Context: an optimization exercise on an open-source flow, tuned for a short achievable clock period. The choices shown serve that exercise and are no tape-out recipe.
RTL that was checked went through simulation tests only; none was proved equivalent to the original.
Power is estimated from default activity; no workload was simulated.

==> inputs of job 5231 <==
// clock_core
module clock_core (
    input  wire        clk,
    input  wire        rst,
    input  wire        cfg_irq,        
    input  wire        cfg_edge,       
    input  wire        btn_raw,
    input  wire [9:0]  sw_raw,
    input  wire        tmr_timeout,
    input  wire        dispatch_en,
    input  wire        host_ack_btn,
    input  wire        host_ack_tick,
    output wire [15:0] packed_time,
    output wire [6:0]  hours,
    output wire [3:0]  sub_tick_count,
    output wire        halted,
    output wire        tick_pending,
    output wire        btn_cap,
    output wire        btn_lvl,
    output wire [9:0]  sw_lvl,
    output wire [6:0]  dec_min,
    output wire [6:0]  dec_sec,
    output wire        bcd_err,
    output wire        refresh,
    output wire        irq
);
clock: 14.0 ns
lec_check: 0
cap_margin: 20
core_margin: 2
core_utilization: 40
slew_margin: 20
run.sh (not shown) runs the stock make flow with config.mk's settings and CLKGATE_MAP_FILE= SYNTH_SCRIPT=/design/flow/synth_recipe.tcl, a recipe that flattens the netlist after the stock synthesis.
==> job 1851: changes against job 5231 <==
--- a/flow/design.v
+++ b/flow/design.v
@@ -207,12 +207,14 @@
     reg [3:0]  sub;
     reg        hlt, tp, bc, bl;
     reg [9:0]  sw;
     reg [6:0]  dm, ds;
     reg        be;
     reg        adv_rdy;    
+    reg        adv_irq;    
+    reg        adv_lvl;    
     reg        irq_rdy;    
     assign packed_time    = pt;
     assign hours          = hr;
     assign sub_tick_count = sub;
     assign halted         = hlt;
     assign tick_pending   = tp;
@@ -305,19 +307,23 @@
         end
     end
     wire [26:0] cur_t = {pt, hr, sub};
     wire [26:0] edg_t = hlt ? cur_t : tick(pe1, he1, sub, tp);
     wire [26:0] irq_t = hlt ? cur_t : tick(pe1, he1, sub, tp & ~bc);
     wire [26:0] lvl_t = hlt ? cur_t : tick(pl1, hl1, sub, tp & ~lexit);
-    wire [26:0] nxt_t = !dispatch_en ? cur_t :
-                        cfg_irq      ? irq_t :
-                        cfg_edge     ? edg_t : lvl_t;
-    wire act     = dispatch_en & ~hlt;
-    wire serve   = act & tp & (cfg_irq ? ~bc : (cfg_edge | ~lexit));
-    wire ack_btn = act & (cfg_irq | cfg_edge) & bc;
-    wire hlt_n   = hlt | (dispatch_en & ~cfg_irq & ~cfg_edge & lexit);
+    wire m_irq, m_edge, m_lvl;
+    clock_core_mode u_mode (
+        .dispatch_en(dispatch_en), .cfg_irq(cfg_irq), .cfg_edge(cfg_edge),
+        .m_irq(m_irq), .m_edge(m_edge), .m_lvl(m_lvl)
+    );
+    wire [26:0] nxt_t = m_irq  ? irq_t :
+                        m_edge ? edg_t :
+                        m_lvl  ? lvl_t : cur_t;
+    wire serve   = ~hlt & tp & ((m_irq & ~bc) | m_edge | (m_lvl & ~lexit));
+    wire ack_btn = ~hlt & bc & (m_irq | m_edge);
+    wire hlt_n   = hlt | (m_lvl & lexit);
     wire tp_n    = tmr_timeout | (tp & ~(serve | host_ack_tick));
     wire bc_n    = (bl ^ btn_raw) | (bc & ~(ack_btn | host_ack_btn));
     wire [15:0] pt_n  = nxt_t[26:11];
     wire [6:0]  hr_n  = nxt_t[10:4];
     wire [3:0]  sub_n = nxt_t[3:0];
     always @(posedge clk) begin
@@ -331,12 +337,14 @@
             bl      <= 1'b0;
             sw      <= 10'd0;
             dm      <= 7'd0;
             ds      <= 7'd0;
             be      <= 1'b0;
             adv_rdy <= 1'b0;
+            adv_irq <= 1'b0;
+            adv_lvl <= 1'b0;
             irq_rdy <= 1'b0;
         end else begin
             pt      <= pt_n;
             hr      <= hr_n;
             sub     <= sub_n;
             hlt     <= hlt_n;
@@ -346,13 +354,57 @@
             sw      <= sw_raw;
             dm      <= {3'd0, pt_n[15:12]} * 7'd10 + {3'd0, pt_n[11:8]};
             ds      <= {3'd0, pt_n[7:4]}   * 7'd10 + {3'd0, pt_n[3:0]};
             be      <= (pt_n[15:12] > 4'd9) | (pt_n[11:8] > 4'd9) |
                        (pt_n[7:4]   > 4'd9) | (pt_n[3:0]  > 4'd9);
             adv_rdy <= ~hlt_n & tp_n & (sub_n >= 4'd9);
+            adv_irq <= ~hlt_n & tp_n & (sub_n >= 4'd9) & ~bc_n;
+            adv_lvl <= ~hlt_n & tp_n & (sub_n >= 4'd9) & ~sw_raw[7];
             irq_rdy <= ~hlt_n & (bc_n | tp_n);
         end
     end
-    assign refresh = dispatch_en & adv_rdy & ~(cfg_irq & bc) &
-                     (cfg_irq | cfg_edge | ~lexit);
-    assign irq     = cfg_irq & irq_rdy;
+    clock_core_outs u_outs (
+        .dispatch_en(dispatch_en), .cfg_irq(cfg_irq), .cfg_edge(cfg_edge),
+        .adv_rdy(adv_rdy), .adv_irq(adv_irq), .adv_lvl(adv_lvl), .irq_rdy(irq_rdy),
+        .refresh(refresh), .irq(irq)
+    );
+endmodule
+module clock_core_outs (
+    input  wire dispatch_en,
+    input  wire cfg_irq,
+    input  wire cfg_edge,
+    input  wire adv_rdy,
+    input  wire adv_irq,
+    input  wire adv_lvl,
+    input  wire irq_rdy,
+    output wire refresh,
+    output wire irq
+);
+    wire n_irq, n_edge, n_lvl, not_irq;
+    clock_core_inv    u_not_irq (.a(cfg_irq), .y(not_irq));
+    clock_core_nand3  u_t_irq  (.a(dispatch_en), .b(cfg_irq), .c(adv_irq), .y(n_irq));
+    clock_core_nand4  u_t_edge (.a(not_irq), .b(dispatch_en), .c(cfg_edge), .d(adv_rdy), .y(n_edge));
+    clock_core_nand3  u_t_lvl  (.a(not_irq), .b(dispatch_en), .c(adv_lvl), .y(n_lvl));
+    clock_core_nand3  u_sum    (.a(n_irq), .b(n_edge), .c(n_lvl), .y(refresh));
+    assign irq = cfg_irq & irq_rdy;
+endmodule
+module clock_core_nand3 (input wire a, input wire b, input wire c, output wire y);
+    assign y = ~(a & b & c);
+endmodule
+module clock_core_inv (input wire a, output wire y);
+    assign y = ~a;
+endmodule
+module clock_core_nand4 (input wire a, input wire b, input wire c, input wire d, output wire y);
+    assign y = ~(a & b & c & d);
+endmodule
+module clock_core_mode (
+    input  wire dispatch_en,
+    input  wire cfg_irq,
+    input  wire cfg_edge,
+    output wire m_irq,
+    output wire m_edge,
+    output wire m_lvl
+);
+    assign m_irq  = dispatch_en & cfg_irq;
+    assign m_edge = dispatch_en & ~cfg_irq & cfg_edge;
+    assign m_lvl  = dispatch_en & ~cfg_irq & ~cfg_edge;
 endmodule
==> flow/flow/run.sh (new file) <==
#!/bin/bash
set -euo pipefail
bash standard.sh SETUP_SLACK_MARGIN=9.5 finish > standard.log 2>&1
==> flow/standard.sh (new file) <==
#!/bin/bash
# synth_recipe.tcl (not shown) runs the flow's synth.tcl, then flattens the netlist and writes it again
# the make line also repeats each setting of config.mk as NAME=value (left out here)
make -C /OpenROAD-flow-scripts/flow DESIGN_CONFIG=/design/flow/config.mk WORK_HOME=/design/flow/orfs CLKGATE_MAP_FILE= SYNTH_SCRIPT=/design/flow/synth_recipe.tcl "${@:-finish}"
Settings changed: SYNTH_HIERARCHICAL from default to 1, SYNTH_MINIMUM_KEEP_SIZE from default to 0.
removed: flow/run.sh
==> qor summary <==
Outcome: job 1851 finished clean; job 5231 finished clean
Detailed Route WL: job 1851 34300 um; job 5231 29700 um
Post-Synth XOR/XNOR Area: job 1851 0.0304; job 5231 0.0297
Pre-CTS WS: job 1851 6.89 ns; job 5231 6.29 ns
Last weighted congestion value of the routability-driven placer: job 1851 0.949; job 5231 0.954
Sequential cell area: job 1851 0.00121 mm2; job 5231 0.00112 mm2
Internal Pwr Total: job 1851 0.466 mW; job 5231 0.339 mW
Net count of the mapped netlist: job 1851 1312; job 5231 1269
Flip-flop count of the largest register after layout: job 1851 16; job 5231 14
PD cells: job 1851 66.9 mW/mm2; job 5231 62.6 mW/mm2
Final core area utilization: job 1851 0.540; job 5231 0.443
Overall die height: job 1851 151 um; job 5231 150 um
# nets final: job 1851 1416; job 5231 1266
Logic pwr share: job 1851 0.432; job 5231 0.411
Clock-pin slew on the worst setup and hold paths: job 1851 0.05 ns; job 5231 0.08 ns
Post-Syn Instances: job 1851 1248; job 5231 1210
Vias in the first global route: job 1851 8943; job 5231 8540
Detailed-placement wirelength estimate: job 1851 23200 um; job 5231 22100 um
Multi-input logic area: job 1851 0.00774 mm2; job 5231 0.00670 mm2
Total number of vias: job 1851 10400; job 5231 9450
Proportion of power drawn by flip-flops and latches: job 1851 0.270; job 5231 0.347
Initial DRT Pass Iterations: job 1851 6; job 5231 5


==> inputs of build 73 <==
Another version of the RTL of clock_core (not shown whole).
==> module clock_core_mode, before the edit <==
module clock_core_mode (
    input  wire dispatch_en,
    input  wire cfg_irq,
    input  wire cfg_edge,
    output wire m_irq,
    output wire m_edge,
    output wire m_lvl
);
    clock_core_mode_irq u_irq (.dispatch_en(dispatch_en), .cfg_irq(cfg_irq), .m_irq(m_irq));
    assign m_edge = dispatch_en & ~m_irq & cfg_edge;
    assign m_lvl  = dispatch_en & ~m_irq & ~cfg_edge;
endmodule
==> module clock_core_mode_irq, before the edit <==
module clock_core_mode_irq (
    input  wire dispatch_en,
    input  wire cfg_irq,
    output wire m_irq
);
    assign m_irq = dispatch_en & cfg_irq;
endmodule
==> flow/config.mk <==
export PLATFORM = sky130hd
export DESIGN_NAME = clock_core
export DESIGN_NICKNAME = clock_core
export VERILOG_FILES = /design/flow/design.v
export SDC_FILE = /design/flow/constraint.sdc
export NUM_CORES = 4
export LEC_CHECK = 0
export CAP_MARGIN = 20
export CORE_MARGIN = 2
export CORE_UTILIZATION = 40
export SLEW_MARGIN = 20
export SYNTH_HIERARCHICAL = 1
export SYNTH_MINIMUM_KEEP_SIZE = 0
==> flow/constraint.sdc <==
create_clock -name core_clock -period 14.0 [get_ports {clk}]
set_input_delay 2.8000 -clock core_clock [delete_from_list [all_inputs] [get_ports {clk}]]
set_output_delay 2.8000 -clock core_clock [all_outputs]
set_load 0.01 [all_outputs]
standard.sh (not shown) runs the stock make flow with config.mk's settings and CLKGATE_MAP_FILE= SYNTH_SCRIPT=/design/flow/synth_recipe.tcl, a recipe that flattens the netlist after the stock synthesis.
==> flow/flow/run.sh <==
#!/bin/bash
set -euo pipefail
bash standard.sh SETUP_SLACK_MARGIN=8.5 finish > standard.log 2>&1
==> build 20 (differences from build 73) <==
--- a/flow/design.v
+++ b/flow/design.v
@@ -205,18 +205,16 @@
     reg [15:0] pt;
     reg [6:0]  hr;
     reg [3:0]  sub;
     reg        hlt, tp, bc, bl;
     reg [9:0]  sw;
     reg [6:0]  dm, ds;
     reg        be;
     reg        adv_rdy;    
-    reg        adv_irq;    
-    reg        adv_lvl;    
     reg        irq_rdy;    
     assign packed_time    = pt;
     assign hours          = hr;
     assign sub_tick_count = sub;
     assign halted         = hlt;
     assign tick_pending   = tp;
     assign btn_cap        = bc;
     assign btn_lvl        = bl;
@@ -335,83 +333,59 @@
             tp      <= 1'b0;
             bc      <= 1'b0;
             bl      <= 1'b0;
             sw      <= 10'd0;
             dm      <= 7'd0;
             ds      <= 7'd0;
             be      <= 1'b0;
             adv_rdy <= 1'b0;
-            adv_irq <= 1'b0;
-            adv_lvl <= 1'b0;
             irq_rdy <= 1'b0;
         end else begin
             pt      <= pt_n;
             hr      <= hr_n;
             sub     <= sub_n;
             hlt     <= hlt_n;
             tp      <= tp_n;
             bc      <= bc_n;
             bl      <= btn_raw;
             sw      <= sw_raw;
             dm      <= {3'd0, pt_n[15:12]} * 7'd10 + {3'd0, pt_n[11:8]};
             ds      <= {3'd0, pt_n[7:4]}   * 7'd10 + {3'd0, pt_n[3:0]};
             be      <= (pt_n[15:12] > 4'd9) | (pt_n[11:8] > 4'd9) |
                        (pt_n[7:4]   > 4'd9) | (pt_n[3:0]  > 4'd9);
             adv_rdy <= ~hlt_n & tp_n & (sub_n >= 4'd9);
-            adv_irq <= ~hlt_n & tp_n & (sub_n >= 4'd9) & ~bc_n;
-            adv_lvl <= ~hlt_n & tp_n & (sub_n >= 4'd9) & ~sw_raw[7];
             irq_rdy <= ~hlt_n & (bc_n | tp_n);
         end
     end
     clock_core_outs u_outs (
         .dispatch_en(dispatch_en), .cfg_irq(cfg_irq), .cfg_edge(cfg_edge),
-        .adv_rdy(adv_rdy), .adv_irq(adv_irq), .adv_lvl(adv_lvl), .irq_rdy(irq_rdy),
+        .adv_rdy(adv_rdy), .irq_rdy(irq_rdy), .btn_cap(bc), .sw_exit(lexit),
         .refresh(refresh), .irq(irq)
     );
 endmodule
 module clock_core_outs (
     input  wire dispatch_en,
     input  wire cfg_irq,
     input  wire cfg_edge,
     input  wire adv_rdy,
-    input  wire adv_irq,
-    input  wire adv_lvl,
     input  wire irq_rdy,
+    input  wire btn_cap,
+    input  wire sw_exit,
     output wire refresh,
     output wire irq
 );
-    wire n_irq, n_edge, n_lvl, not_irq;
-    clock_core_inv    u_not_irq (.a(cfg_irq), .y(not_irq));
-    clock_core_nand3  u_t_irq  (.a(dispatch_en), .b(cfg_irq), .c(adv_irq), .y(n_irq));
-    clock_core_nand4  u_t_edge (.a(not_irq), .b(dispatch_en), .c(cfg_edge), .d(adv_rdy), .y(n_edge));
-    clock_core_nand3  u_t_lvl  (.a(not_irq), .b(dispatch_en), .c(adv_lvl), .y(n_lvl));
-    clock_core_nand3  u_sum    (.a(n_irq), .b(n_edge), .c(n_lvl), .y(refresh));
-    assign irq = cfg_irq & irq_rdy;
-endmodule
-module clock_core_nand3 (input wire a, input wire b, input wire c, output wire y);
-    assign y = ~(a & b & c);
-endmodule
-module clock_core_inv (input wire a, output wire y);
-    assign y = ~a;
-endmodule
-module clock_core_nand4 (input wire a, input wire b, input wire c, input wire d, output wire y);
-    assign y = ~(a & b & c & d);
+    assign refresh = dispatch_en & adv_rdy & ~(cfg_irq & btn_cap) &
+                     (cfg_irq | cfg_edge | ~sw_exit);
+    assign irq     = cfg_irq & irq_rdy;
 endmodule
 module clock_core_mode (
     input  wire dispatch_en,
     input  wire cfg_irq,
     input  wire cfg_edge,
     output wire m_irq,
     output wire m_edge,
     output wire m_lvl
 );
-    clock_core_mode_irq u_irq (.dispatch_en(dispatch_en), .cfg_irq(cfg_irq), .m_irq(m_irq));
-    assign m_edge = dispatch_en & ~m_irq & cfg_edge;
-    assign m_lvl  = dispatch_en & ~m_irq & ~cfg_edge;
-endmodule
-module clock_core_mode_irq (
-    input  wire dispatch_en,
-    input  wire cfg_irq,
-    output wire m_irq
-);
-    assign m_irq = dispatch_en & cfg_irq;
+    assign m_irq  = dispatch_en & cfg_irq;
+    assign m_edge = dispatch_en & ~cfg_irq & cfg_edge;
+    assign m_lvl  = dispatch_en & ~cfg_irq & ~cfg_edge;
 endmodule
==> build 82 (differences from build 73) <==
--- a/flow/design.v
+++ b/flow/design.v
@@ -399,19 +399,12 @@
 module clock_core_mode (
     input  wire dispatch_en,
     input  wire cfg_irq,
     input  wire cfg_edge,
     output wire m_irq,
     output wire m_edge,
     output wire m_lvl
 );
-    clock_core_mode_irq u_irq (.dispatch_en(dispatch_en), .cfg_irq(cfg_irq), .m_irq(m_irq));
-    assign m_edge = dispatch_en & ~m_irq & cfg_edge;
-    assign m_lvl  = dispatch_en & ~m_irq & ~cfg_edge;
-endmodule
-module clock_core_mode_irq (
-    input  wire dispatch_en,
-    input  wire cfg_irq,
-    output wire m_irq
-);
-    assign m_irq = dispatch_en & cfg_irq;
+    assign m_irq  = dispatch_en & cfg_irq;
+    assign m_edge = dispatch_en & ~cfg_irq & cfg_edge;
+    assign m_lvl  = dispatch_en & ~cfg_irq & ~cfg_edge;
 endmodule
==> summary of the runs <==
Final cell count, lowest first: build 20, build 82, build 73. Flip-flop and latch count is the same in build 82 and build 73. In build 20 the synthesized cell count is lower than in build 73, by about 4.5%. Against build 82, the die area of build 73 is larger by 0.68%. Build 82 finished with timing, DRC and antenna clean. Build 20 produced a clean layout. Build 73 finished with timing, DRC and antenna clean. Clock power, lowest first: build 20, build 82, build 73.
==> figures <==
| item | build 20 | build 73 | build 82 |
|---|---|---|---|
| Starting density of the core | 40.5% | 41.1% | 40.9% |
| Mapped cell area | 8150 um2 | 8710 um2 | 8650 um2 |
| Via/cell ratio | 6.40 | 6.51 | 6.37 |
| Post-route minimum period | 6120 ps | 6030 ps | 6010 ps |
| Clock network area share | 1.51% | 2.85% | 2.84% |
| Net load switching power | 0.245 mW | 0.317 mW | 0.273 mW |
| Upper clock frequency limit | 163 MHz | 166 MHz | 166 MHz |
| Share of the synthesized netlist area taken by xor and xnor gates | 4.41% | 4.08% | 3.04% |
| Worst-case vdd ir drop | 0.0542 mV | 0.0611 mV | 0.0557 mV |
| Number of nets in the final layout | 1312 | 1356 | 1349 |
| Result of the run | finished clean | finished clean | finished clean |
For build 73, only the layout was checked, not whether the RTL still works.

## afterwards: timing with drivers on the ports
How much do the figures lean on ideal ports? The routed layouts below were timed once more, with nothing changed but the port constraints.
Step 1 (the two cells are an assumption about what drives the block):
set clk [get_ports {clk}]
set_driving_cell -lib_cell sky130_fd_sc_hd__clkbuf_16 $clk
set_driving_cell -lib_cell sky130_fd_sc_hd__buf_2 [delete_from_list [all_inputs] $clk]
Step 2 times the ports against the registers' clock, not the clock port: input delays grow and output delays shrink by t, the midpoint of the rising clock arrivals with the driver on.
a / b / c = no drivers / after step 1 / after step 2; a / b = the first two.
run	shift t [ns]	slack for setup (ns)	cell pins on the clock port's net
job 5231	0.366	6.211 / 6.185 / 6.185	1
job 1851	0.397	7.957 / 7.905 / 7.771	1
build 73	0.400	7.967 / 7.922 / 7.812	1
build 20	0.362	7.882 / 7.846 / 7.846	1
build 82	0.392	7.986 / 7.927 / 7.891	1
After both steps setup and hold are still met in every run listed. The setup slack of job 1851, which loses most, moves by -0.052 ns with the drivers and by -0.186 ns with both steps.
